From an optimization exercise on the open Yosys and OpenROAD flow, aimed at small area and a short achievable clock period; shortcuts taken in it are not production practice. The RTL was checked by simulation tests, not by an equivalence proof against the original design.

<file path="flow/config.mk">
export PLATFORM = sky130hd
export DESIGN_NAME = proj3_core
export DESIGN_NICKNAME = proj3_core
export VERILOG_FILES = /design/flow/design.v
export SDC_FILE = /design/flow/constraint.sdc
export NUM_CORES = 4
export LEC_CHECK = 0
export CAP_MARGIN = 20
export CORE_MARGIN = 2
export CORE_UTILIZATION = 40
export SLEW_MARGIN = 20
</file>
<file path="flow/constraint.sdc">
create_clock -name core_clock -period 80.0 [get_ports {clk}]
set_input_delay 16.0000 -clock core_clock [delete_from_list [all_inputs] [get_ports {clk}]]
set_output_delay 16.0000 -clock core_clock [all_outputs]
set_load 0.01 [all_outputs]
</file>
<file path="flow/design.v">
module proj3_rows #(parameter JH = 31, parameter JL = 0) (
    input  wire [31:0] l_in,      
    input  wire [31:0] o_in,      
    input  wire [31:0] r_in,      
    input  wire        dv,
    input  wire        as,        
    input  wire        sub,
    output wire [31:0] l_out,
    output wire [31:0] r_out
);
    wire [31:0] rr [JL:JH+1];
    wire [31:0] ll [JL:JH+1];
    assign rr[JH+1] = r_in;
    assign ll[JH+1] = l_in;
    genvar j;
    generate for (j = JH; j >= JL; j = j - 1) begin : row
        localparam W = 32 - j;
        wire [W-1:0] x;
        wire         xl = dv & ll[j+1][j];
        if (W == 1) begin : w1
            assign x = xl;
        end else if (j == 0) begin : w32
            assign x = as ? ll[j+1] : {rr[j+1][W-2:0], xl};
        end else begin : wn
            assign x = {rr[j+1][W-2:0], xl};
        end
        wire         en  = dv | ll[j+1][j] | ((j == 0) ? as : 1'b0);
        wire [W-1:0] y   = o_in[W-1:0] & {W{en}};
        wire         ci  = dv | ((j == 0) ? sub : 1'b0);
        wire [W:0]   s   = {1'b0, x} + {1'b0, y} + {{W{1'b0}}, ci};
        wire         hi0;
        if (W == 32) begin : h32
            assign hi0 = 1'b1;
        end else begin : hn
            assign hi0 = &o_in[31:W];
        end
        wire         q   = s[W] & hi0;
        wire         sel = ~dv | q;
        wire [W-1:0] rn  = sel ? s[W-1:0] : x;
        if (W == 32) begin : r32
            assign rr[j] = rn;
        end else begin : rnw
            assign rr[j] = {{(32-W){1'b0}}, rn};
        end
        if (j == 31) begin : l31
            assign ll[j] = {dv ? q : ll[j+1][31], ll[j+1][30:0]};
        end else if (j == 0) begin : l0
            assign ll[j] = {ll[j+1][31:1], dv ? q : ll[j+1][0]};
        end else begin : ln
            assign ll[j] = {ll[j+1][31:j+1], dv ? q : ll[j+1][j], ll[j+1][j-1:0]};
        end
    end endgenerate
    assign l_out = ll[JL];
    assign r_out = rr[JL];
endmodule
module proj3_core (
    input  wire        clk,
    input  wire        rst,             
    input  wire [16:0] prog_len,        
    input  wire        pred_update,     
    output wire [15:0] imem_addr,       
    input  wire [31:0] imem_rdata,
    output wire [15:0] dmem_raddr,      
    input  wire [31:0] dmem_rdata,
    output wire        dmem_we,         
    output wire [15:0] dmem_waddr,
    output wire [31:0] dmem_wdata,
    input  wire [3:0]  dbg_rsel,        
    output wire [31:0] dbg_rdata,
    output wire        done,
    output wire        halted,
    output wire        stall,
    output wire [2:0]  fault_cause,
    output wire [3:0]  fault_stage,
    output wire [31:0] fault_fpc,
    output reg         illegal,
    output reg  [63:0] illegal_count,
    output reg  [63:0] cycles,
    output reg  [63:0] stalls,
    output reg  [63:0] commits
);
    localparam [3:0] C_SET = 4'd0, C_ADD = 4'd1, C_SUB = 4'd2, C_MUL = 4'd3, C_DIV = 4'd4,
                     C_LD = 4'd5, C_ST = 4'd6, C_BEZ = 4'd7, C_BGEZ = 4'd8, C_BLEZ = 4'd9,
                     C_BGTZ = 4'd10, C_BLTZ = 4'd11, C_ILL = 4'd13;
    localparam RA = 24, RB = 16, RC = 7;
    reg [19:0] pc;               
    reg v_if, v_id, v_ia, v_rr, v_add, v_mul, v_div, v_br, v_m1, v_m2, v_wb;
    reg [3:0]  if_op, id_op, ia_op, rr_op, ad_op, ml_op, dv_op, br_op;
    reg [7:0]  if_d, id_d, ia_d;
    reg [3:0]  rr_d, ad_d, ml_d, dv_d, br_d, m1_d, m2_d, wb_d;
    reg [7:0]  if_l, id_l, ia_l, rr_l;
    reg [7:0]  if_r, id_r, ia_r, rr_r;
    reg [17:0] if_pc, id_pc, ia_pc, rr_pc;
    reg [3:0]  ad_pi, ml_pi, dv_pi, br_pi;        
    reg        rr_rf, rr_wf;                      
    reg        ad_c, ml_c, dv_c, br_c;            
    reg        ad_n, ml_n, dv_n, br_n;            
    reg [31:0] ad_L, ml_L, dv_L;
    reg [31:0] ad_O, ml_O, dv_O;
    reg [31:0] ad_R, ml_R, dv_R;
    reg [31:0] br_P, m1_P, m2_P, wb_P;
    reg        m1_st, m1_ld, m1_w, m2_ld, m2_w, wb_w;
    reg [31:0] x [0:15];
    reg [1:0]  pt  [0:15];
    reg [7:0]  btb [0:15];
    reg        pf_v;
    reg [2:0]  pf_cnt;
    reg [1:0]  pf_st;           
    reg [17:0] pf_pc;
    reg [2:0]  fr_st;
    reg [17:0] fr_pc;
    integer i;
    wire [18:0] limit      = {prog_len, 2'b00};
    wire        pc_exh     = pc[19] | (pc[18:0] >= limit);
    wire        pipe_empty = ~(v_if | v_id | v_ia | v_rr | v_add | v_mul | v_div | v_br |
                               v_m1 | v_m2 | v_wb);
    assign done   = pc_exh & pipe_empty;
    assign halted = (fr_st != 3'd0);
    wire   run    = ~done & ~halted;
    wire pf_fire   = pf_v & (pf_cnt == 3'd0);
    wire rr_fault  = v_rr & rr_rf;
    wire any_fault = pf_fire | rr_fault;
    wire step      = run & ~any_fault;
    assign fault_cause = (fr_st == 3'd1 || fr_st == 3'd5) ? 3'd2 :
                         (fr_st == 3'd2) ? 3'd1 :
                         (fr_st == 3'd3 || fr_st == 3'd4) ? 3'd3 : 3'd0;
    assign fault_stage = (fr_st == 3'd1) ? 4'd3 : (fr_st == 3'd2) ? 4'd6 :
                         (fr_st == 3'd3) ? 4'd8 : (fr_st == 3'd4) ? 4'd9 :
                         (fr_st == 3'd5) ? 4'd10 : 4'd0;
    assign fault_fpc   = {14'd0, fr_pc};
    wire wb_wr = v_wb & wb_w;
    wire m2_isld = v_m2 & m2_ld;
    wire m1_isst = v_m1 & m1_st;
    wire       br_is    = v_br & (br_op >= C_BEZ) & (br_op <= C_BLTZ);
    wire       br_taken = br_is & br_c;
    wire [7:0] br_tgt   = br_P[7:0];
    wire       pr_upd = br_is & pred_update;
    wire [1:0] pt_old = pt[br_pi];
    wire [1:0] pt_upd = br_c ? ((pt_old == 2'd3) ? 2'd3 : pt_old + 2'd1)
                             : ((pt_old == 2'd0) ? 2'd0 : pt_old - 2'd1);
    wire        rr_isbr = (rr_op >= C_BEZ) & (rr_op <= C_BLTZ);
    wire [3:0]  rr_ia   = rr_l[3:0];
    wire [3:0]  rr_ib   = rr_isbr ? rr_d : rr_r[3:0];
    wire [31:0] xa = (wb_wr & (wb_d == rr_ia)) ? wb_P : x[rr_ia];
    wire [31:0] xb = (wb_wr & (wb_d == rr_ib)) ? wb_P : x[rr_ib];
    wire rr_dv  = (rr_op == C_DIV);
    wire rr_mul = (rr_op == C_MUL);
    wire rr_sub = (rr_op == C_SUB);
    wire rr_as  = (rr_op == C_ADD) | rr_sub;
    wire rr_ar  = rr_dv | rr_mul | rr_as;
    reg rr_cond;
    always @(*) begin
        case (rr_op)
            C_BEZ:   rr_cond = (xb == 32'd0);
            C_BGEZ:  rr_cond = ~xb[31];
            C_BLEZ:  rr_cond = xb[31] | (xb == 32'd0);
            C_BGTZ:  rr_cond = ~xb[31] & (xb != 32'd0);
            C_BLTZ:  rr_cond = xb[31];
            default: rr_cond = 1'b0;
        endcase
    end
    wire [31:0] abs_a  = xa[31] ? (32'd0 - xa) : xa;
    wire [31:0] nabs_b = xb[31] ? (xb - 32'd1) : ~xb;
    wire [31:0] rr_imm = (rr_op == C_SET) ? {{24{rr_l[7]}}, rr_l} : {16'd0, rr_r, rr_l};
    wire [31:0] a_L0   = rr_dv ? abs_a : rr_ar ? xa : rr_imm;
    wire [31:0] a_O0   = rr_dv ? nabs_b : rr_sub ? ~xb : xb;
    wire [31:0] a_L1, a_R1;
    proj3_rows #(.JH(31), .JL(RA)) u_rows0 (
        .l_in(a_L0), .o_in(a_O0), .r_in(32'd0), .dv(rr_dv), .as(1'b0), .sub(1'b0),
        .l_out(a_L1), .r_out(a_R1));
    wire       rr_wr  = (rr_op <= C_LD);
    wire       f_div  = rr_dv & (xb == 32'd0);
    wire       f_st   = (rr_op == C_ST) & rr_l[7];
    wire       f_ld   = (rr_op == C_LD) & rr_r[7];
    wire       f_wb   = rr_wr & rr_wf;
    wire       c_v    = v_rr & (f_div | f_st | f_ld | f_wb);
    wire [2:0] c_t    = f_div ? 3'd3 : f_st ? 3'd5 : f_ld ? 3'd6 : 3'd7;
    wire [1:0] c_st   = f_div ? 2'd0 : f_st ? 2'd1 : f_ld ? 2'd2 : 2'd3;
    wire       c_take = c_v & (~pf_v | (c_t < pf_cnt));
    wire ad_dv = (ad_op == C_DIV), ad_sub = (ad_op == C_SUB);
    wire ml_dv = (ml_op == C_DIV), ml_sub = (ml_op == C_SUB);
    wire dv_dv = (dv_op == C_DIV), dv_sub = (dv_op == C_SUB);
    wire dv_as = (dv_op == C_ADD) | dv_sub;
    wire dv_ml = (dv_op == C_MUL);
    wire [31:0] m_L, m_R, d_L, d_R, b_L, b_R;
    proj3_rows #(.JH(RA-1), .JL(RB)) u_rows1 (
        .l_in(ad_L), .o_in(ad_O), .r_in(ad_R), .dv(ad_dv), .as(1'b0), .sub(1'b0),
        .l_out(m_L), .r_out(m_R));
    proj3_rows #(.JH(RB-1), .JL(RC)) u_rows2 (
        .l_in(ml_L), .o_in(ml_O), .r_in(ml_R), .dv(ml_dv), .as(1'b0), .sub(1'b0),
        .l_out(d_L), .r_out(d_R));
    proj3_rows #(.JH(RC-1), .JL(0)) u_rows3 (
        .l_in(dv_L), .o_in(dv_O), .r_in(dv_R), .dv(dv_dv), .as(dv_as), .sub(dv_sub),
        .l_out(b_L), .r_out(b_R));
    wire [31:0] b_P = (dv_ml | dv_as) ? b_R : b_L;
    wire [31:0] m1_Pn = br_n ? (32'd0 - br_P) : br_P;
    wire [19:0] f_pc  = br_taken ? {{12{br_tgt[7]}}, br_tgt} : pc;
    wire        f_exh = f_pc[19] | (f_pc[18:0] >= limit);
    wire [15:0] f_idx = f_pc[17:2];
    wire        f_fwd  = m1_isst & (f_pc[17:9] == 9'd0) & (f_pc[8:2] == m1_P[6:0]);
    wire [31:0] f_word = f_fwd ? {{24{m1_P[15]}}, m1_P[15:8]} : imem_rdata;
    wire [7:0]  f_opb  = f_word[31:24];
    wire [3:0]  f_op   = (f_opb > 8'd12) ? C_ILL : f_opb[3:0];
    wire        f_br   = (f_opb >= 8'd7) & (f_opb <= 8'd11);
    wire        f_mem  = (f_opb == 8'd5) | (f_opb == 8'd6);
    wire        f_haz  = f_mem & v_ia & ~f_word[15] & ~ia_d[7] & (f_word[14:8] == ia_d[6:0]);
    wire [3:0]  p_idx   = f_pc[5:2];
    wire        p_fwd   = pr_upd & (br_pi == p_idx);
    wire [1:0]  p_pt    = p_fwd ? pt_upd : pt[p_idx];
    wire [7:0]  p_btb   = (p_fwd & br_c) ? br_tgt : btb[p_idx];
    wire        p_taken = p_pt[1];
    wire        f_stall = ~f_exh & f_haz;
    wire        f_admit = ~f_exh & ~f_stall;
    wire [19:0] n_pc    = (f_exh | f_stall) ? f_pc :
                          (f_br & p_taken)  ? {{12{p_btb[7]}}, p_btb} : f_pc + 20'd4;
    assign imem_addr  = (~halted & ~f_exh) ? f_idx : 16'd0;
    assign dmem_raddr = (~halted & m2_isld) ? {{8{m2_P[15]}}, m2_P[15:8]} : 16'd0;
    assign dmem_we    = ~rst & ~halted & ~any_fault & m1_isst;
    assign dmem_waddr = dmem_we ? {9'd0, m1_P[6:0]} : 16'd0;
    assign dmem_wdata = dmem_we ? {{24{m1_P[15]}}, m1_P[15:8]} : 32'd0;
    assign dbg_rdata  = x[dbg_rsel];
    assign stall      = ~halted & ~any_fault & f_stall;
    wire id_ill = v_id & (id_op == C_ILL);
    always @(posedge clk) begin
        if_op <= f_op; if_d <= f_word[23:16]; if_l <= f_word[15:8]; if_r <= f_word[7:0];
        if_pc <= f_pc[17:0];
        id_op <= if_op; id_d <= if_d; id_l <= if_l; id_r <= if_r; id_pc <= if_pc;
        ia_op <= id_op; ia_d <= id_d; ia_l <= id_l; ia_r <= id_r; ia_pc <= id_pc;
        rr_op <= ia_op; rr_d <= ia_d[3:0]; rr_l <= ia_l; rr_r <= ia_r; rr_pc <= ia_pc;
        rr_rf <= (((ia_op >= C_ADD) & (ia_op <= C_DIV)) & ((ia_l[7:4] != 4'd0) | (ia_r[7:4] != 4'd0))) |
                 (((ia_op >= C_BEZ) & (ia_op <= C_BLTZ)) & (ia_d[7:4] != 4'd0));
        rr_wf <= (ia_d[7:4] != 4'd0);
        ad_op <= rr_op; ad_d <= rr_d; ad_pi <= rr_pc[5:2]; ad_c <= rr_cond;
        ad_n  <= rr_dv & (xa[31] ^ xb[31]);
        ad_L  <= a_L1; ad_O <= a_O0; ad_R <= a_R1;
        ml_op <= ad_op; ml_d <= ad_d; ml_pi <= ad_pi; ml_c <= ad_c; ml_n <= ad_n;
        ml_L  <= m_L; ml_O <= ad_O; ml_R <= m_R;
        dv_op <= ml_op; dv_d <= ml_d; dv_pi <= ml_pi; dv_c <= ml_c; dv_n <= ml_n;
        dv_L  <= d_L; dv_O <= ml_O; dv_R <= d_R;
        br_op <= dv_op; br_d <= dv_d; br_pi <= dv_pi; br_c <= dv_c; br_n <= dv_n & dv_dv;
        br_P  <= b_P;
        m1_d <= br_d; m1_P <= m1_Pn;
        m1_st <= (br_op == C_ST); m1_ld <= (br_op == C_LD); m1_w <= (br_op <= C_LD);
        m2_d <= m1_d; m2_P <= m1_P; m2_ld <= m1_ld; m2_w <= m1_w;
        wb_d <= m2_d; wb_w <= m2_w;
        wb_P <= m2_isld ? dmem_rdata : m2_P;
    end
    always @(posedge clk) begin
        if (rst) begin
            pc <= 20'd0;
            v_if <= 1'b0; v_id <= 1'b0; v_ia <= 1'b0; v_rr <= 1'b0; v_add <= 1'b0;
            v_mul <= 1'b0; v_div <= 1'b0; v_br <= 1'b0; v_m1 <= 1'b0; v_m2 <= 1'b0;
            v_wb <= 1'b0;
            for (i = 0; i < 16; i = i + 1) begin
                x[i]  <= 32'd0;
                pt[i] <= 2'd0;
            end
            pf_v  <= 1'b0;
            fr_st <= 3'd0;
            fr_pc <= 18'd0;
            illegal       <= 1'b0;
            illegal_count <= 64'd0;
            cycles        <= 64'd0;
            stalls        <= 64'd0;
            commits       <= 64'd0;
        end else if (run) begin
            if (any_fault) begin
                fr_st <= pf_fire ? {1'b0, pf_st} + 3'd2 : 3'd1;
                fr_pc <= pf_fire ? pf_pc : rr_pc;
            end else begin
                if (wb_wr)
                    x[wb_d] <= wb_P;
                if (v_wb)
                    commits <= commits + 64'd1;
                if (pr_upd)
                    pt[br_pi] <= pt_upd;
                if (id_ill) begin
                    illegal       <= 1'b1;
                    illegal_count <= illegal_count + 64'd1;
                end
                if (c_take) begin
                    pf_v   <= 1'b1;
                    pf_cnt <= c_t - 3'd1;
                    pf_st  <= c_st;
                    pf_pc  <= rr_pc;
                end else begin
                    pf_cnt <= pf_cnt - 3'd1;
                end
                v_wb  <= v_m2;
                v_m2  <= v_m1;
                v_m1  <= v_br;
                v_br  <= v_div;
                v_div <= v_mul;
                v_mul <= v_add;
                v_add <= v_rr;
                v_rr  <= v_ia;
                v_ia  <= v_id & ~id_ill;
                v_id  <= v_if;
                v_if  <= f_admit;
                pc     <= n_pc;
                cycles <= cycles + 64'd1;
                if (f_stall)
                    stalls <= stalls + 64'd1;
            end
        end
    end
    always @(posedge clk) begin
        if (~rst & step & pr_upd & br_c)
            btb[br_pi] <= br_tgt;
    end
endmodule
</file>
<file path="flow/run.sh">
#!/bin/bash
# synth_recipe.tcl (not shown) runs the flow's synth.tcl, then flattens the netlist and writes it again
# the make line also repeats each setting of config.mk as NAME=value (left out here)
make -C /OpenROAD-flow-scripts/flow DESIGN_CONFIG=/design/flow/config.mk WORK_HOME=/design/flow/orfs CLKGATE_MAP_FILE= SYNTH_SCRIPT=/design/flow/synth_recipe.tcl finish
</file>
==> flow_summary_export.csv, run 1 <==
group,metric,value,unit
run_status,status,"timing/DRC/antenna clean",
worst_setup_path,path_cells,"clkdlybuf4s50_1, inv_1, ha_1, nor2b_1, o21a_1, o21ai_0, a21oi_1, o31a_1, o21ai_0, a21oi_1, o31a_1, o31a_1, o21a_1, o21a_1, o311ai_1, inv_1, clkdlybuf4s50_1",
clocking,postCtsSetupRepairBufs,0,
synth,yosys_warnings,5,
die,num_rows,187,
timing,worst_slack,43500,ps
timing,rsz0062_at_grt,"false",
synth,synth_top_area_share,20.0,%
worst_setup_path,crit_arrival,20500,ps
worst_setup_path,path_delay_family,"compound AO/OA/AOI/OAI gates",
final_layout,area_growth,13.6,%
final_layout,drive_gt1_share,11.0,%
timing,worstMarginPinSlew,1230,ps
routing,viasPerCell,5.87,
placement,dp.cells,14400,
clocking,clock_sinks,1630,
clocking,cts_resized,0,
die,die_w,515,microns
worst_setup_path,reg2regPathDepth,140,
placement,port_buffers,475,
global_routing,grt_pass1_wl,541000,microns
placement,dp_hpwl,257000,microns
final_layout,final_common_cell,"nand2_1",
worst_setup_path,rrSetupSlack,44360,ps
clocking,root_buffer,"clkbuf_16",
timing,period_minus_slack,36500,ps
synth,synth_area_per_cell,9.51,sq um
final_layout,fin_area,118000,sq um
routing,routed_wl,366000,microns
die,core,259000,sq um
timing,max_freq,0.0274,GHz
die,design.die.area,265000,sq um
worst_hold_path,hold_start,"m1_P[18]",
routing,drtIter0Drc,9089,
timing,fin_skew,142,ps
timing,holdWs,294,ps
die,die_y,515,microns
worst_setup_path,crit_path_top_delay_cell,"o311ai_1",
worst_setup_path,worstPathMaxFanout,6,
clocking,path_clk_slew,60,ps
timing,slew_headroom,17.2,%
global_routing,grt_pass1_vias,84300,
worst_setup_path,cp-start-kind,"input pin",
synth,yosys-top-cells-area,"edfxtp_1 20%, dfxtp_1 18%, mux4_2 7.1%, ha_1 6.5%, and2_1 3.7%",
timing,hold_viol_final,0,
routing,drt_pass1_iterations,6,
routing,ant_nets,0,
final_layout,final_core_util,45.7,%
final_layout,fin_nets,11900,
synth,synthCells,11000,
worst_setup_path,critical_path_class,"input pin to primary output",
clocking,clock_latency,910,ps
synth,async_flop_share,0,%
final_layout,stdcell_count,14700,
timing,setup_tns,0,ps
synth,synth_area,104000,sq um
final_layout,n_fill_cell,24100,
synth,synth-main-ff-cell,"dfxtp_1",
synth,synth_edf_count,695,
job,maxCapViolCount,0,
synth,ys_seq_elements,1630,
synth,seq_area_frac_synth,38.0,%
global_routing,track_usage,26.8,%
clocking,ctsHoldBuffers,0,
routing,via_count,86500,
global_routing,grt.overflow.total,0,
placement,place_ws,43560,ps
routing,wire_per_inst,24.8,microns
die,io_pins,500,
global_routing,grt_max_degree,199,
global_routing,antenna_found_initial,26,
clocking,ctsHtreeMaxLevel,4,
placement,dpl_cell_area,112000,sq um
worst_hold_path,min_to,"m2_P[18]",
timing,setup_viol_count_final,0,
clocking,cts_tree,"built",
clocking,clock_path_buffers,3,
routing,drc,0,
placement,gp_congestion,0.941,
timing,slew_violations,0,
worst_hold_path,hold_depth,0,
worst_hold_path,hp-class,"flop to flop",
worst_setup_path,critPathCaptureType,"primary output",
worst_setup_path,cp.required,64000,ps
synth,yosys.area.top_type,"edfxtp_1",
worst_setup_path,cp_num_buf_inv,4,
die,start_util,40.2,%
worst_setup_path,slowest_delay,660,ps
timing,fin_crit_sh,45.6,%
final_layout,mostFrequentLayoutCells,"987 x nand2_1, 961 x nor2_1, 931 x dfxtp_1",
synth,ys_types,125,
worst_setup_path,r2r_start,"ml_op[1]",
clocking,cts_made_buffers,178,
worst_setup_path,reg2reg_to,"dv_R[21]",
[state kept, by name (all words and copies together) (netlist names), 64 cells and up]
register	flops
btb	128
commits	64
cycles	64
illegal_count	64
stalls	64
x	512
[worst register-to-register path: cells and delay by family, from the launching register on]
family,cells,cell delay (ps)
and+or+nand+nor,17,4260
AOI/OAI and AO/OA,95,22330
DFF,1,300
adders and majority gates,9,2740
muxes,8,3310
buffers and inverters,11,2550
[layout make-up]
type / count / area, sq um / share of cell area (%)
repair buffers: 635 / 6000 / 5.06
well taps: 3402 / 4260 / 3.59
clock buffers: 229 / 5040 / 4.25
diodes: 17 / 42.5 / 0.0359
multi-input cells: 8372 / 61000 / 51.5
flip-flops and latches: 1630 / 39600 / 33.4
inverters: 361 / 1360 / 1.14
clock inverters: 98 / 1150 / 0.967
[worst max path at each step]
stage                      startpoint            end  slack, ps  depth (start not counted)
after floorplan           prog_len[1]  imem_addr[10]      45200                         16
after global placement    prog_len[1]           done      43460                         17
after detailed placement  prog_len[1]           done      43560                         17
after CTS                 prog_len[1]           done      43510                         17
after global routing         ml_op[1]       dv_R[19]      41640                        140
final                     prog_len[1]           done      43500                         17
[cells in the mapped netlist (45+ instances only)]
library cell and instances:
nand2_1 987, nor2_1 982, dfxtp_1 935, a21oi_1 736, edfxtp_1 695, and2_1 618
ha_1 542, nor2b_1 522, clkbuf_1 427, o21ai_0 422, xnor2_1 397, inv_1 357
mux4_2 329, xor2_1 304, mux2_2 264, nand3_1 246, a21o_1 184, nor3_1 182
and3_1 160, mux2i_1 104, a22oi_1 95, a211oi_1 93, nand2b_1 93, nand4_1 82
o21a_1 81, or3_1 78, buf_4 71, a31oi_1 68, buf_2 66, fa_1 62
o21bai_1 62, or2_2 58, a21boi_0 45, buf_1 45
[logic make-up (layout without fill, tap and decap cells)]
logic type	after synthesis	in the layout	synth area share, %
AOI/OAI and AO/OA	2179	2179	13.4
other	1	41	0.00360
muxes	700	700	11.0
xor gates and xnor gates	701	701	5.89
DFF	1630	1630	38.0
and+or+nand+nor	4162	4162	20.0
adders and majority gates	606	606	7.71
buffers and inverters	984	1323	3.97
[per-layer routing]
layer / track usage (%) / share of wire [%] / vias to the layer above / routed length, microns
li1: - / - / 39500 / -
met1: 34.4 / 41 / 42300 / 149000
met2: 43.3 / 46 / 3837 / 169000
met3: 5.07 / 8.1 / 827 / 29700
met4: 12.8 / 5.1 / 6 / 18600
met5: 0 / 0.0082 / - / 30
==> inputs of run 2 (changes only) <==
--- a/flow/design.v
+++ b/flow/design.v
@@ -1,4 +1,89 @@
-module proj3_rows #(parameter JH = 31, parameter JL = 0) (
+module proj3_add #(parameter W = 8, parameter STYLE = 0) (
+    input wire [W-1:0] x, input wire [W-1:0] y, input wire ci,
+    output wire [W-1:0] s, output wire co);
+    function integer lg2(input integer n);
+        integer k;
+        begin
+            lg2 = 0;
+            for (k = 1; k < n; k = k * 2) lg2 = lg2 + 1;
+        end
+    endfunction
+    generate if (STYLE == 0) begin : ks
+        wire [W:0] t = {1'b0, x} + {1'b0, y} + {{W{1'b0}}, ci};
+        assign s = t[W-1:0]; assign co = t[W];
+    end else if (STYLE == 1) begin : rip
+        wire [W:0] c; assign c[0] = ci;
+        genvar i;
+        for (i = 0; i < W; i = i + 1) begin : b
+            assign s[i] = x[i] ^ y[i] ^ c[i];
+            assign c[i+1] = (x[i] & y[i]) | (x[i] & c[i]) | (y[i] & c[i]);
+        end
+        assign co = c[W];
+    end else begin : bk
+        localparam N = W + 1;
+        localparam L = lg2(N);
+        wire [N-1:0] g0 = {x & y, ci};
+        wire [N-1:0] p0 = {x ^ y, 1'b0};
+        wire [N-1:0] G [0:2*L];
+        wire [N-1:0] P [0:2*L];
+        assign G[0] = g0; assign P[0] = p0;
+        genvar l, i;
+        for (l = 0; l < L; l = l + 1) begin : up
+            for (i = 0; i < N; i = i + 1) begin : n
+                if (((i + 1) % (2 << l)) == 0) begin : c
+                    assign G[l+1][i] = G[l][i] | (P[l][i] & G[l][i - (1 << l)]);
+                    assign P[l+1][i] = P[l][i] & P[l][i - (1 << l)];
+                end else begin : t
+                    assign G[l+1][i] = G[l][i];
+                    assign P[l+1][i] = P[l][i];
+                end
+            end
+        end
+        for (l = 0; l < L - 1; l = l + 1) begin : dn
+            localparam LV = L - 2 - l;
+            for (i = 0; i < N; i = i + 1) begin : n
+                if (((i + 1) % (2 << LV)) == (1 << LV) && i >= (2 << LV)) begin : c
+                    assign G[L+l+1][i] = G[L+l][i] | (P[L+l][i] & G[L+l][i - (1 << LV)]);
+                    assign P[L+l+1][i] = P[L+l][i] & P[L+l][i - (1 << LV)];
+                end else begin : t
+                    assign G[L+l+1][i] = G[L+l][i];
+                    assign P[L+l+1][i] = P[L+l][i];
+                end
+            end
+        end
+        wire [N-1:0] cc = G[2*L-1];    
+        assign s = p0[N-1:1] ^ cc[N-2:0];
+        assign co = cc[N-1];
+    end endgenerate
+endmodule
+module proj3_ge #(parameter W = 17) (input wire [W-1:0] a, input wire [W-1:0] b, output wire ge);
+    function integer lg2(input integer n);
+        integer k;
+        begin
+            lg2 = 0;
+            for (k = 1; k < n; k = k * 2) lg2 = lg2 + 1;
+        end
+    endfunction
+    localparam L = lg2(W);
+    localparam N = 1 << L;
+    wire [N-1:0] gt [0:L];
+    wire [N-1:0] eq [0:L];
+    assign gt[0] = {{(N-W){1'b0}}, a & ~b};
+    assign eq[0] = {{(N-W){1'b1}}, ~(a ^ b)};
+    genvar l, i;
+    generate for (l = 0; l < L; l = l + 1) begin : lv
+        for (i = 0; i < (N >> (l + 1)); i = i + 1) begin : n
+            assign gt[l+1][i] = gt[l][2*i+1] | (eq[l][2*i+1] & gt[l][2*i]);
+            assign eq[l+1][i] = eq[l][2*i+1] & eq[l][2*i];
+        end
+        if ((N >> (l + 1)) < N) begin : pad
+            assign gt[l+1][N-1:(N >> (l + 1))] = {(N - (N >> (l + 1))){1'b0}};
+            assign eq[l+1][N-1:(N >> (l + 1))] = {(N - (N >> (l + 1))){1'b0}};
+        end
+    end endgenerate
+    assign ge = gt[L][0] | eq[L][0];
+endmodule
+module proj3_rows #(parameter JH = 31, parameter JL = 0, parameter RIPW = 0, parameter STY = 2) (
     input  wire [31:0] l_in,      
     input  wire [31:0] o_in,      
     input  wire [31:0] r_in,      
@@ -27,7 +112,9 @@
         wire         en  = dv | ll[j+1][j] | ((j == 0) ? as : 1'b0);
         wire [W-1:0] y   = o_in[W-1:0] & {W{en}};
         wire         ci  = dv | ((j == 0) ? sub : 1'b0);
-        wire [W:0]   s   = {1'b0, x} + {1'b0, y} + {{W{1'b0}}, ci};
+        wire [W:0]   s;
+        proj3_add #(.W(W), .STYLE((W <= RIPW) ? 1 : STY)) u_add (
+            .x(x), .y(y), .ci(ci), .s(s[W-1:0]), .co(s[W]));
         wire         hi0;
         if (W == 32) begin : h32
             assign hi0 = 1'b1;
@@ -82,7 +169,7 @@
     localparam [3:0] C_SET = 4'd0, C_ADD = 4'd1, C_SUB = 4'd2, C_MUL = 4'd3, C_DIV = 4'd4,
                      C_LD = 4'd5, C_ST = 4'd6, C_BEZ = 4'd7, C_BGEZ = 4'd8, C_BLEZ = 4'd9,
                      C_BGTZ = 4'd10, C_BLTZ = 4'd11, C_ILL = 4'd13;
-    localparam RA = 24, RB = 16, RC = 7;
+    localparam RA = 22, RB = 13, RC = 6, RIPW = 12, STY = 2;
     reg [19:0] pc;               
     reg v_if, v_id, v_ia, v_rr, v_add, v_mul, v_div, v_br, v_m1, v_m2, v_wb;
     reg [3:0]  if_op, id_op, ia_op, rr_op, ad_op, ml_op, dv_op, br_op;
@@ -110,8 +197,19 @@
     reg [2:0]  fr_st;
     reg [17:0] fr_pc;
     integer i;
-    wire [18:0] limit      = {prog_len, 2'b00};
-    wire        pc_exh     = pc[19] | (pc[18:0] >= limit);
+    function [31:0] xrd(input [3:0] sel, input [511:0] flat);
+        integer k;
+        begin
+            xrd = 32'd0;
+            for (k = 0; k < 16; k = k + 1)
+                xrd = xrd | (flat[k*32 +: 32] & {32{sel == k}});
+        end
+    endfunction
+    wire [511:0] x_flat = {x[15], x[14], x[13], x[12], x[11], x[10], x[9], x[8],
+                           x[7], x[6], x[5], x[4], x[3], x[2], x[1], x[0]};
+    wire        pc_ge;
+    proj3_ge #(.W(17)) u_pcge (.a(pc[18:2]), .b(prog_len), .ge(pc_ge));
+    wire        pc_exh     = pc[19] | pc_ge;
     wire        pipe_empty = ~(v_if | v_id | v_ia | v_rr | v_add | v_mul | v_div | v_br |
                                v_m1 | v_m2 | v_wb);
     assign done   = pc_exh & pipe_empty;
@@ -141,8 +239,8 @@
     wire        rr_isbr = (rr_op >= C_BEZ) & (rr_op <= C_BLTZ);
     wire [3:0]  rr_ia   = rr_l[3:0];
     wire [3:0]  rr_ib   = rr_isbr ? rr_d : rr_r[3:0];
-    wire [31:0] xa = (wb_wr & (wb_d == rr_ia)) ? wb_P : x[rr_ia];
-    wire [31:0] xb = (wb_wr & (wb_d == rr_ib)) ? wb_P : x[rr_ib];
+    wire [31:0] xa = (wb_wr & (wb_d == rr_ia)) ? wb_P : xrd(rr_ia, x_flat);
+    wire [31:0] xb = (wb_wr & (wb_d == rr_ib)) ? wb_P : xrd(rr_ib, x_flat);
     wire rr_dv  = (rr_op == C_DIV);
     wire rr_mul = (rr_op == C_MUL);
     wire rr_sub = (rr_op == C_SUB);
@@ -165,7 +263,7 @@
     wire [31:0] a_L0   = rr_dv ? abs_a : rr_ar ? xa : rr_imm;
     wire [31:0] a_O0   = rr_dv ? nabs_b : rr_sub ? ~xb : xb;
     wire [31:0] a_L1, a_R1;
-    proj3_rows #(.JH(31), .JL(RA)) u_rows0 (
+    proj3_rows #(.JH(31), .JL(RA), .RIPW(RIPW), .STY(STY)) u_rows0 (
         .l_in(a_L0), .o_in(a_O0), .r_in(32'd0), .dv(rr_dv), .as(1'b0), .sub(1'b0),
         .l_out(a_L1), .r_out(a_R1));
     wire       rr_wr  = (rr_op <= C_LD);
@@ -183,19 +281,20 @@
     wire dv_as = (dv_op == C_ADD) | dv_sub;
     wire dv_ml = (dv_op == C_MUL);
     wire [31:0] m_L, m_R, d_L, d_R, b_L, b_R;
-    proj3_rows #(.JH(RA-1), .JL(RB)) u_rows1 (
+    proj3_rows #(.JH(RA-1), .JL(RB), .RIPW(RIPW), .STY(STY)) u_rows1 (
         .l_in(ad_L), .o_in(ad_O), .r_in(ad_R), .dv(ad_dv), .as(1'b0), .sub(1'b0),
         .l_out(m_L), .r_out(m_R));
-    proj3_rows #(.JH(RB-1), .JL(RC)) u_rows2 (
+    proj3_rows #(.JH(RB-1), .JL(RC), .RIPW(RIPW), .STY(STY)) u_rows2 (
         .l_in(ml_L), .o_in(ml_O), .r_in(ml_R), .dv(ml_dv), .as(1'b0), .sub(1'b0),
         .l_out(d_L), .r_out(d_R));
-    proj3_rows #(.JH(RC-1), .JL(0)) u_rows3 (
+    proj3_rows #(.JH(RC-1), .JL(0), .RIPW(RIPW), .STY(STY)) u_rows3 (
         .l_in(dv_L), .o_in(dv_O), .r_in(dv_R), .dv(dv_dv), .as(dv_as), .sub(dv_sub),
         .l_out(b_L), .r_out(b_R));
     wire [31:0] b_P = (dv_ml | dv_as) ? b_R : b_L;
     wire [31:0] m1_Pn = br_n ? (32'd0 - br_P) : br_P;
     wire [19:0] f_pc  = br_taken ? {{12{br_tgt[7]}}, br_tgt} : pc;
-    wire        f_exh = f_pc[19] | (f_pc[18:0] >= limit);
+    wire        tg_exh = br_tgt[7] | ((prog_len[16:5] == 12'd0) & (br_tgt[6:2] >= prog_len[4:0]));
+    wire        f_exh  = br_taken ? tg_exh : pc_exh;
     wire [15:0] f_idx = f_pc[17:2];
     wire        f_fwd  = m1_isst & (f_pc[17:9] == 9'd0) & (f_pc[8:2] == m1_P[6:0]);
     wire [31:0] f_word = f_fwd ? {{24{m1_P[15]}}, m1_P[15:8]} : imem_rdata;
@@ -203,7 +302,7 @@
     wire [3:0]  f_op   = (f_opb > 8'd12) ? C_ILL : f_opb[3:0];
     wire        f_br   = (f_opb >= 8'd7) & (f_opb <= 8'd11);
     wire        f_mem  = (f_opb == 8'd5) | (f_opb == 8'd6);
-    wire        f_haz  = f_mem & v_ia & ~f_word[15] & ~ia_d[7] & (f_word[14:8] == ia_d[6:0]);
+    wire        f_haz  = ~f_fwd & (imem_rdata[31:24] == 8'd5 || imem_rdata[31:24] == 8'd6) & v_ia & ~imem_rdata[15] & ~ia_d[7] & (imem_rdata[14:8] == ia_d[6:0]);
     wire [3:0]  p_idx   = f_pc[5:2];
     wire        p_fwd   = pr_upd & (br_pi == p_idx);
     wire [1:0]  p_pt    = p_fwd ? pt_upd : pt[p_idx];
@@ -218,7 +317,7 @@
     assign dmem_we    = ~rst & ~halted & ~any_fault & m1_isst;
     assign dmem_waddr = dmem_we ? {9'd0, m1_P[6:0]} : 16'd0;
     assign dmem_wdata = dmem_we ? {{24{m1_P[15]}}, m1_P[15:8]} : 32'd0;
-    assign dbg_rdata  = x[dbg_rsel];
+    assign dbg_rdata  = xrd(dbg_rsel, x_flat);
     assign stall      = ~halted & ~any_fault & f_stall;
     wire id_ill = v_id & (id_op == C_ILL);
     always @(posedge clk) begin
--- a/flow/config.mk
+++ b/flow/config.mk
@@ -5,6 +5,7 @@
 export SDC_FILE = /design/flow/constraint.sdc
 export NUM_CORES = 4
 export LEC_CHECK = 0
+export ABC_AREA = 1
 export CAP_MARGIN = 20
 export CORE_MARGIN = 2
 export CORE_UTILIZATION = 40
==> run 2 against run 1 <==
Still clean on timing, DRC and antenna; die area is 4.4% lower; clock skew decreased by 21 ps; count of clock-buffer cells in the layout up 6; cell area shrank 3.2%; critical path type unchanged; maximum frequency is essentially flat; first-iteration DRC count rose by 39%; synthesized cell count grew 17%; synthesized area decreased by 4.4%; via count rose by 9.7%; worst setup slack gained 27 ps.
==> flow_summary_export.csv, run 2 <==
group,metric,value,unit
run_status,status,"timing/DRC/antenna clean",
placement,port_buffers,475,
clocking,clock_latency,930,ps
die,io_pins,500,
worst_setup_path,crit_arrival,20470,ps
global_routing,grt_max_degree,96,
synth,synth_area,99700,sq um
timing,period_minus_slack,36470,ps
global_routing,grt_pass1_vias,88000,
synth,ys_seq_elements,1636,
synth,synth_most_common_cell,"nand2_1",
placement,gp_congestion,1.01,
final_layout,fin_nets,14000,
worst_hold_path,hold_depth,0,
routing,via_count,94900,
clocking,root_buffer,"clkbuf_16",
timing,setup_tns,0,ps
synth,yosys.area.top_type,"edfxtp_1",
final_layout,seq_area,39700,sq um
final_layout,multi_input_area,51900,sq um
routing,viasPerCell,5.71,
global_routing,grt.overflow.total,0,
synth,seq_area_frac_synth,39.8,%
routing,drc,0,
worst_setup_path,critPathCaptureType,"primary output",
worst_hold_path,hp-class,"flop to flop",
global_routing,grt_pass1_wl,621000,microns
routing,wire_per_inst,26.4,microns
routing,drtIter0Drc,12600,
final_layout,final_common_cell,"nand2_1",
timing,hold_viol_final,0,
timing,fin_skew,122,ps
timing,slew_headroom,15.6,%
die,die_y,503,microns
final_layout,mostFrequentLayoutCells,"2,434 x nand2_1, 1,966 x nor2_1, 1,594 x inv_1",
final_layout,largest_registers,"x x512, btb x128",
worst_setup_path,worstPathMaxFanout,23,
final_layout,stdcell_count,16600,
worst_setup_path,reg2regPathDepth,166,
clocking,ctsHoldBuffers,0,
placement,dpl_cell_area,108000,sq um
job,maxCapViolCount,0,
die,num_rows,183,
timing,slew_violations,0,
final_layout,largest_reg_flops,512,
timing,rsz0062_at_grt,"false",
synth,async_flop_share,0,%
clocking,cts_resized,0,
synth,yosys-top-cells-count,"2,473 x nand2_1, 1,987 x nor2_1, 1,598 x inv_1, 988 x o21ai_0, 941 x dfxtp_1",
clocking,cts_tree,"built",
timing,worst_slack,43530,ps
clocking,cts_made_buffers,180,
die,design.die.area,253000,sq um
final_layout,fin_area,115000,sq um
timing,setup_viol_count_final,0,
final_layout,drive_gt1_share,6.05,%
die,start_util,40.2,%
final_layout,regMostFlops,"x",
final_layout,area_growth,15.1,%
global_routing,track_usage,33.6,%
synth,yosys-top-cells-area,"edfxtp_1 21%, dfxtp_1 19%, nand2_1 9.3%, nor2_1 7.5%, fa_1 6.1%",
worst_setup_path,critical_path_class,"input pin to primary output",
timing,worstMarginPinSlew,1270,ps
placement,dp.cells,16300,
timing,max_freq,0.0274,GHz
synth,ys_types,80,
clocking,ctsHtreeMaxLevel,4,
timing,fin_crit_sh,45.6,%
clocking,postCtsSetupRepairBufs,0,
worst_setup_path,cp.required,64000,ps
die,core,248000,sq um
routing,drt_pass1_iterations,8,
final_layout,final_core_util,46.2,%
synth,synth_area_per_cell,7.80,sq um
routing,routed_wl,439000,microns
synth,synth-main-ff-cell,"dfxtp_1",
global_routing,antenna_found_initial,35,
synth,synthCells,12800,
placement,place_ws,43990,ps
timing,holdWs,273,ps
clocking,clock_path_buffers,3,
synth,yosys_warnings,26,
placement,dp_hpwl,306000,microns
clocking,clock_sinks,1636,
die,die_w,503,microns
final_layout,n_fill_cell,24800,
synth,synth_edf_count,695,
worst_setup_path,cp-start-kind,"input pin",
synth,synth_top_area_share,20.9,%
routing,ant_nets,0,
clocking,path_clk_slew,60,ps
[run 2: changes by cell type after synthesis, sizes merged, moves of 149 or more]
cell / change
o22ai: +219
xor2: -198
o21ai: +631
a21oi: -239
nor2: +1040
nand2: +1544
fa: +244
nor2b: -522
and2: -610
a221oi: +149
xnor2: -233
mux4: -329
mux2: -265
inv: +1269
[run 2: path summary, 6_finish.rpt]
check / to / slack, ps / startpoint
worst max-delay path: dbg_rdata[31] / 43530 / dbg_rsel[1]
worst min-delay path: rr_l[0] / 270 / ia_l[0]
worst max register to register: ml_R[6] / 46620 / ad_op[1]
worst min register to register: rr_l[0] / 270 / ia_l[0]
[run 2: critical path: stages]
cell	delay, ps
clkdlybuf4s50_1	510
inv_1	60
nor2_1	630
inv_1	220
nor2_2	130
buf_4	490
clkinv_1	950
o22ai_1	380
a221oi_1	100
nand3_1	350
clkdlybuf4s50_1	620
[run 2: cell families after synthesis]
kind of cell	Yosys count	share of synthesized area (%)
compound gates	2374	14.0
xor+xnor	270	2.39
fa+ha+maj	760	11.8
buf+inv	2183	8.59
flops	1636	39.8
mux	13	0.132
other cells	1	0.00376
simple gates	5541	23.2
[run 2: routing by layer]
metal,track usage [%],wire [microns]
met1,43.7,173000
met5,0,246
met2,49.9,185000
met3,9.61,50800
met4,19.0,29800
[run 2: layout make-up]
type / instances / area share, %
inverters: 1656 / 5.42
multi-input cells: 8982 / 45.2
clock buffers: 235 / 4.40
well taps: 3330 / 3.63
flip-flops and latches: 1636 / 34.6
clock inverters: 100 / 1.21
diodes: 25 / 0.0545
repair buffers: 671 / 5.43
==> inputs of run 3 (changes only) <==
--- a/flow/design.v
+++ b/flow/design.v
@@ -83,6 +83,57 @@
     end endgenerate
     assign ge = gt[L][0] | eq[L][0];
 endmodule
+module proj3_io (
+    input  wire [511:0] x_flat,
+    input  wire [3:0]   dbg_rsel,
+    output wire [31:0]  dbg_rdata,
+    input  wire [19:0]  pc,
+    input  wire [16:0]  prog_len,
+    input  wire         br_taken,
+    input  wire [7:0]   br_tgt,
+    input  wire         halted,
+    input  wire         any_fault,
+    input  wire         pipe_empty,
+    input  wire         f_fwd,
+    input  wire [31:0]  imem_rdata,
+    input  wire         v_ia,
+    input  wire [7:0]   ia_d,
+    output wire [19:0]  f_pc,
+    output wire         f_exh,
+    output wire         f_haz,
+    output wire         done,
+    output wire [15:0]  imem_addr,
+    output wire         stall,
+    input  wire         rst,
+    input  wire         m1_isst,
+    input  wire [15:0]  m1_P,
+    output wire         dmem_we,
+    output wire [15:0]  dmem_waddr,
+    output wire [31:0]  dmem_wdata
+);
+    reg [31:0] rd;
+    integer k;
+    always @(*) begin
+        rd = 32'd0;
+        for (k = 0; k < 16; k = k + 1)
+            rd = rd | (x_flat[k*32 +: 32] & {32{dbg_rsel == k}});
+    end
+    assign dbg_rdata = rd;
+    wire pc_ge;
+    proj3_ge #(.W(17)) u_pcge (.a(pc[18:2]), .b(prog_len), .ge(pc_ge));
+    wire pc_exh = pc[19] | pc_ge;
+    assign done = pc_exh & pipe_empty;
+    wire tg_exh = br_tgt[7] | ((prog_len[16:5] == 12'd0) & (br_tgt[6:2] >= prog_len[4:0]));
+    assign f_exh = br_taken ? tg_exh : pc_exh;
+    assign f_pc  = br_taken ? {{12{br_tgt[7]}}, br_tgt} : pc;
+    assign imem_addr = (~halted & ~f_exh) ? f_pc[17:2] : 16'd0;
+    assign f_haz = ~f_fwd & (imem_rdata[31:24] == 8'd5 || imem_rdata[31:24] == 8'd6) & v_ia &
+                   ~imem_rdata[15] & ~ia_d[7] & (imem_rdata[14:8] == ia_d[6:0]);
+    assign stall = ~halted & ~any_fault & ~f_exh & f_haz;
+    assign dmem_we    = ~rst & ~halted & ~any_fault & m1_isst;
+    assign dmem_waddr = dmem_we ? {9'd0, m1_P[6:0]} : 16'd0;
+    assign dmem_wdata = dmem_we ? {{24{m1_P[15]}}, m1_P[15:8]} : 32'd0;
+endmodule
 module proj3_rows #(parameter JH = 31, parameter JL = 0, parameter RIPW = 0, parameter STY = 2) (
     input  wire [31:0] l_in,      
     input  wire [31:0] o_in,      
@@ -169,7 +220,7 @@
     localparam [3:0] C_SET = 4'd0, C_ADD = 4'd1, C_SUB = 4'd2, C_MUL = 4'd3, C_DIV = 4'd4,
                      C_LD = 4'd5, C_ST = 4'd6, C_BEZ = 4'd7, C_BGEZ = 4'd8, C_BLEZ = 4'd9,
                      C_BGTZ = 4'd10, C_BLTZ = 4'd11, C_ILL = 4'd13;
-    localparam RA = 22, RB = 13, RC = 6, RIPW = 12, STY = 2;
+    localparam RA = 22, RB = 14, RC = 7, RIPW = 12, STY = 2;
     reg [19:0] pc;               
     reg v_if, v_id, v_ia, v_rr, v_add, v_mul, v_div, v_br, v_m1, v_m2, v_wb;
     reg [3:0]  if_op, id_op, ia_op, rr_op, ad_op, ml_op, dv_op, br_op;
@@ -195,7 +246,6 @@
     reg [1:0]  pf_st;           
     reg [17:0] pf_pc;
     reg [2:0]  fr_st;
-    reg [17:0] fr_pc;
     integer i;
     function [31:0] xrd(input [3:0] sel, input [511:0] flat);
         integer k;
@@ -207,12 +257,8 @@
     endfunction
     wire [511:0] x_flat = {x[15], x[14], x[13], x[12], x[11], x[10], x[9], x[8],
                            x[7], x[6], x[5], x[4], x[3], x[2], x[1], x[0]};
-    wire        pc_ge;
-    proj3_ge #(.W(17)) u_pcge (.a(pc[18:2]), .b(prog_len), .ge(pc_ge));
-    wire        pc_exh     = pc[19] | pc_ge;
     wire        pipe_empty = ~(v_if | v_id | v_ia | v_rr | v_add | v_mul | v_div | v_br |
                                v_m1 | v_m2 | v_wb);
-    assign done   = pc_exh & pipe_empty;
     assign halted = (fr_st != 3'd0);
     wire   run    = ~done & ~halted;
     wire pf_fire   = pf_v & (pf_cnt == 3'd0);
@@ -225,7 +271,7 @@
     assign fault_stage = (fr_st == 3'd1) ? 4'd3 : (fr_st == 3'd2) ? 4'd6 :
                          (fr_st == 3'd3) ? 4'd8 : (fr_st == 3'd4) ? 4'd9 :
                          (fr_st == 3'd5) ? 4'd10 : 4'd0;
-    assign fault_fpc   = {14'd0, fr_pc};
+    assign fault_fpc   = {14'd0, pf_pc & {18{halted}}};
     wire wb_wr = v_wb & wb_w;
     wire m2_isld = v_m2 & m2_ld;
     wire m1_isst = v_m1 & m1_st;
@@ -292,17 +338,22 @@
         .l_out(b_L), .r_out(b_R));
     wire [31:0] b_P = (dv_ml | dv_as) ? b_R : b_L;
     wire [31:0] m1_Pn = br_n ? (32'd0 - br_P) : br_P;
-    wire [19:0] f_pc  = br_taken ? {{12{br_tgt[7]}}, br_tgt} : pc;
-    wire        tg_exh = br_tgt[7] | ((prog_len[16:5] == 12'd0) & (br_tgt[6:2] >= prog_len[4:0]));
-    wire        f_exh  = br_taken ? tg_exh : pc_exh;
-    wire [15:0] f_idx = f_pc[17:2];
+    wire [19:0] f_pc;
+    wire        f_exh, f_haz;
     wire        f_fwd  = m1_isst & (f_pc[17:9] == 9'd0) & (f_pc[8:2] == m1_P[6:0]);
     wire [31:0] f_word = f_fwd ? {{24{m1_P[15]}}, m1_P[15:8]} : imem_rdata;
     wire [7:0]  f_opb  = f_word[31:24];
     wire [3:0]  f_op   = (f_opb > 8'd12) ? C_ILL : f_opb[3:0];
     wire        f_br   = (f_opb >= 8'd7) & (f_opb <= 8'd11);
     wire        f_mem  = (f_opb == 8'd5) | (f_opb == 8'd6);
-    wire        f_haz  = ~f_fwd & (imem_rdata[31:24] == 8'd5 || imem_rdata[31:24] == 8'd6) & v_ia & ~imem_rdata[15] & ~ia_d[7] & (imem_rdata[14:8] == ia_d[6:0]);
+    proj3_io u_io (
+        .x_flat(x_flat), .dbg_rsel(dbg_rsel), .dbg_rdata(dbg_rdata),
+        .pc(pc), .prog_len(prog_len), .br_taken(br_taken), .br_tgt(br_tgt),
+        .halted(halted), .any_fault(any_fault), .pipe_empty(pipe_empty), .f_fwd(f_fwd),
+        .imem_rdata(imem_rdata), .v_ia(v_ia), .ia_d(ia_d),
+        .f_pc(f_pc), .f_exh(f_exh), .f_haz(f_haz), .done(done), .imem_addr(imem_addr),
+        .stall(stall), .rst(rst), .m1_isst(m1_isst), .m1_P(m1_P[15:0]),
+        .dmem_we(dmem_we), .dmem_waddr(dmem_waddr), .dmem_wdata(dmem_wdata));
     wire [3:0]  p_idx   = f_pc[5:2];
     wire        p_fwd   = pr_upd & (br_pi == p_idx);
     wire [1:0]  p_pt    = p_fwd ? pt_upd : pt[p_idx];
@@ -312,13 +363,7 @@
     wire        f_admit = ~f_exh & ~f_stall;
     wire [19:0] n_pc    = (f_exh | f_stall) ? f_pc :
                           (f_br & p_taken)  ? {{12{p_btb[7]}}, p_btb} : f_pc + 20'd4;
-    assign imem_addr  = (~halted & ~f_exh) ? f_idx : 16'd0;
     assign dmem_raddr = (~halted & m2_isld) ? {{8{m2_P[15]}}, m2_P[15:8]} : 16'd0;
-    assign dmem_we    = ~rst & ~halted & ~any_fault & m1_isst;
-    assign dmem_waddr = dmem_we ? {9'd0, m1_P[6:0]} : 16'd0;
-    assign dmem_wdata = dmem_we ? {{24{m1_P[15]}}, m1_P[15:8]} : 32'd0;
-    assign dbg_rdata  = xrd(dbg_rsel, x_flat);
-    assign stall      = ~halted & ~any_fault & f_stall;
     wire id_ill = v_id & (id_op == C_ILL);
     always @(posedge clk) begin
         if_op <= f_op; if_d <= f_word[23:16]; if_l <= f_word[15:8]; if_r <= f_word[7:0];
@@ -356,7 +401,6 @@
             end
             pf_v  <= 1'b0;
             fr_st <= 3'd0;
-            fr_pc <= 18'd0;
             illegal       <= 1'b0;
             illegal_count <= 64'd0;
             cycles        <= 64'd0;
@@ -365,7 +409,8 @@
         end else if (run) begin
             if (any_fault) begin
                 fr_st <= pf_fire ? {1'b0, pf_st} + 3'd2 : 3'd1;
-                fr_pc <= pf_fire ? pf_pc : rr_pc;
+                if (~pf_fire)
+                    pf_pc <= rr_pc;
             end else begin
                 if (wb_wr)
                     x[wb_d] <= wb_P;
--- a/flow/config.mk
+++ b/flow/config.mk
@@ -10,3 +10,5 @@
 export CORE_MARGIN = 2
 export CORE_UTILIZATION = 40
 export SLEW_MARGIN = 20
+export SYNTH_HIERARCHICAL = 1
+export SYNTH_MINIMUM_KEEP_SIZE = 400
==> run 3 against run 2 <==
Register-to-register slack gained 1000 ps; cell area shrank 1.6%; critical path type unchanged; wire length shrank 7.9%; critical path depth is the same; sequential share of layout area grew 0.21 points; worst setup slack gained 2.2 ps; count of clock-buffer cells in the layout shrank 1; still clean on timing, DRC and antenna; utilization grew 0.14 points; cell count shrank 2.2%.
==> flow_summary_export.csv, run 3 <==
group,metric,value,unit
run_status,status,"timing/DRC/antenna clean",
worst_setup_path,crit_path_top_delay_cell,"nand2_1",
synth,synthCells,12500,
final_layout,largest_reg_flops,512,
synth,synth_top_family_by_area,"simple AND/OR/NAND/NOR gates",
synth,synth_most_common_cell,"nand2_1",
clocking,clock_latency,890,ps
routing,via_count,90900,
synth,synth_compound_area_share,13.1,%
clocking,root_buffer,"clkbuf_16",
routing,wire_per_inst,24.8,microns
worst_setup_path,r2r_start,"dv_op[0]",
routing,drt_pass1_iterations,8,
final_layout,area_growth,15.2,%
clocking,path_clk_slew,70,ps
placement,port_buffers,475,
routing,wl_met2,172000,microns
routing,viasPerCell,5.59,
worst_setup_path,path_depth,11,
worst_setup_path,rrSetupSlack,47640,ps
routing,wl_met1,154000,microns
routing,drtIter0Drc,11300,
placement,place_ws,43960,ps
die,die_y,499,microns
timing,rsz0062_at_grt,"false",
die,num_rows,181,
routing,routed_wl,404000,microns
timing,slew_violations,0,
final_layout,regMostFlops,"x",
placement,dp_hpwl,286000,microns
synth,synth_area_per_cell,7.83,sq um
clocking,cts_tree,"built",
synth,synth_area,98000,sq um
synth,ys_types,84,
worst_setup_path,path_cells,"clkdlybuf4s50_1, inv_1, nor2_1, nand2_1, inv_1, buf_4, nand2_1, nand4_1, nor2_1, nand3_1, clkdlybuf4s50_1",
final_layout,final_common_cell,"nand2_1",
worst_hold_path,hp-class,"flop to flop",
worst_setup_path,slowest_delay,880,ps
synth,yosys_warnings,33,
synth,synth_fa_ha_area_share,12.0,%
timing,slew_headroom,21.4,%
clocking,cts_resized,0,
clocking,clock_path_buffers,3,
placement,gp_congestion,1.03,
worst_setup_path,cp-startpoint,"dbg_rsel[3]",
synth,ys_seq_elements,1616,
timing,fin_skew,84.7,ps
routing,drc,0,
timing,hold_viol_final,0,
final_layout,drive_gt1_share,5.95,%
synth,yosys.area.top_type,"edfxtp_1",
synth,synth_edf_count,695,
timing,max_freq,0.0274,GHz
global_routing,grt_max_degree,80,
clocking,postCtsSetupRepairBufs,0,
final_layout,mostFrequentLayoutCells,"2,715 x nand2_1, 1,948 x nor2_1, 1,371 x inv_1",
timing,period_minus_slack,36470,ps
global_routing,grt_pass1_wl,579000,microns
final_layout,largest_registers,"x x512, btb x128",
die,die_w,499,microns
synth,synth_top_area_share,21.3,%
placement,dp.cells,15900,
synth,async_flop_share,0,%
worst_setup_path,critical_path_class,"input pin to primary output",
routing,ant_nets,0,
worst_setup_path,cp-start-kind,"input pin",
synth,seq_area_frac_synth,40.1,%
timing,fin_crit_sh,45.6,%
clocking,cts_made_buffers,178,
worst_setup_path,cp_num_buf_inv,5,
synth,yosys-top-cells-area,"edfxtp_1 21%, dfxtp_1 19%, nand2_1 10%, nor2_1 7.5%, fa_1 6.3%",
timing,holdWs,285,ps
worst_setup_path,critPathCaptureType,"primary output",
timing,worstMarginPinSlew,1180,ps
worst_setup_path,critPathCapture,"dbg_rdata[0]",
die,start_util,40.3,%
worst_setup_path,path_delay_family,"buffers and inverters",
worst_setup_path,worstPathMaxFanout,15,
die,io_pins,500,
timing,worst_slack,43530,ps
worst_setup_path,crit_arrival,20470,ps
global_routing,grt_pass1_vias,84500,
global_routing,track_usage,31.4,%
clocking,ctsHoldBuffers,0,
clocking,clock_sinks,1616,
worst_setup_path,reg2regPathDepth,196,
synth,synth-simple-area-share,24.1,%
global_routing,antenna_found_initial,32,
clocking,ctsHtreeMaxLevel,4,
timing,setup_viol_count_final,0,
die,design.die.area,249000,sq um
timing,setup_tns,0,ps
routing,dr.max_layer_used,"met5",
global_routing,grt.overflow.total,0,
worst_setup_path,reg2reg_to,"br_P[27]",
synth,synth-xor-area-share,2.62,%
final_layout,stdcell_count,16300,
die,core,243000,sq um
routing,routed-wl-met3,44900,microns
synth,yosys-top-cells-count,"2,741 x nand2_1, 1,971 x nor2_1, 1,380 x inv_1, 921 x dfxtp_1, 893 x o21ai_0",
synth,synth-main-ff-cell,"dfxtp_1",
synth,synthMuxAreaShare,0.146,%
worst_setup_path,cp.required,64000,ps
final_layout,fin_nets,13700,
job,maxCapViolCount,0,
run 3: cell type report:
class / instances / area, sq um
diodes: 24 / 60.1
clock buffers: 234 / 5040
clock inverters: 100 / 1380
fillers: 24000 / 131000
inverters: 1426 / 5360
multi-input cells: 8980 / 51400
flip-flops and latches: 1616 / 39300
well taps: 3202 / 4010
repair buffers: 690 / 6370
run 3: per-layer routing:
metal	GRT usage (%)	vias up
met4	21.4	20
li1	-	42000
met5	0	-
met2	47.3	5186
met3	9.57	1629
met1	38.6	42100
run 3: stage by stage:
stage,instance area [sq um],util [%]
floorplan,98100,-
global placement,106000,43.7
detailed placement,106000,43.7
CTS,113000,46.3
global route,113000,46.3
finish,113000,46.4
run 3: worst reg2reg max path: cells and delay by family (launching register included):
family	cells	cell delay, ps
AO/OA/AOI/OAI	63	13700
AND/OR/NAND/NOR	100	9780
buffers and inverters	21	4790
adder cells (fa/ha/maj)	11	3390
flip-flops	1	370
multiplexers	1	250
run 3: worst min-delay path by stage:
stage	from	to	slack, ps	cells past startpoint
CTS	ml_L[16]	dv_L[16]	290	0
detailed placement	dv_pi[1]	br_pi[1]	310	0
global placement	m1_d[2]	m2_d[2]	310	0
floorplan	dv_c	br_c	310	0
finish	m1_P[22]	m2_P[22]	280	0
global route	ml_L[16]	dv_L[16]	300	0
run 3: Yosys stat by module, one instance, submodules excluded:
module      cells inside  times used  flip-flops and latches  cell area [sq um]
proj3_core         11600           1                    1616              93300
proj3_io             878           1                       0               4740
run 3: kinds of logic (layout without fill, tap and decap cells):
| group | count (synthesis) | after routing |
|---|---|---|
| AOI/OAI and AO/OA | 2158 | 2158 |
| adders and majority gates | 760 | 760 |
| buffers and inverters | 1949 | 2450 |
| other | 2 | 48 |
| DFF | 1616 | 1616 |
| muxes | 14 | 14 |
| and+or+nand+nor | 5737 | 5737 |
| xor gates and xnor gates | 287 | 287 |

## separate check: timing with driven ports
How much do the figures lean on ideal ports? The routed layouts below were timed once more, with nothing changed but the port constraints.
Step 1, drivers: a clkbuf_16 drives clk and a buf_2 each remaining input, both assumed.
Step 2 adds t to the input delays and takes it off the output delays; t is the mean of the earliest and latest rising clock arrival at the registers after step 1. Input paths then give back, and output paths get back, about the clock's delay inside the block.
a / b / c = ideal ports / drivers / drivers and shift; a / b = the first two.
| run | shift t [ns] | setup slack, ns | worst hold slack (ns) | worst register clock-pin slew, ns |
|---|---|---|---|---|
| run 1 | 0.926 | 43.502 / 43.469 / 43.469 | 0.294 / 0.294 / 0.294 | 0.07 / 0.07 |
| run 2 | 0.979 | 43.529 / 43.503 / 43.503 | 0.273 / 0.273 / 0.273 | 0.07 / 0.07 |
| run 3 | 0.947 | 43.531 / 43.449 / 43.449 | 0.285 / 0.285 / 0.285 | 0.07 / 0.07 |
After both steps every run listed still meets setup and hold. For run 3, which loses most, drivers alone change the setup slack by -0.082 ns; drivers and shift together by -0.082 ns.
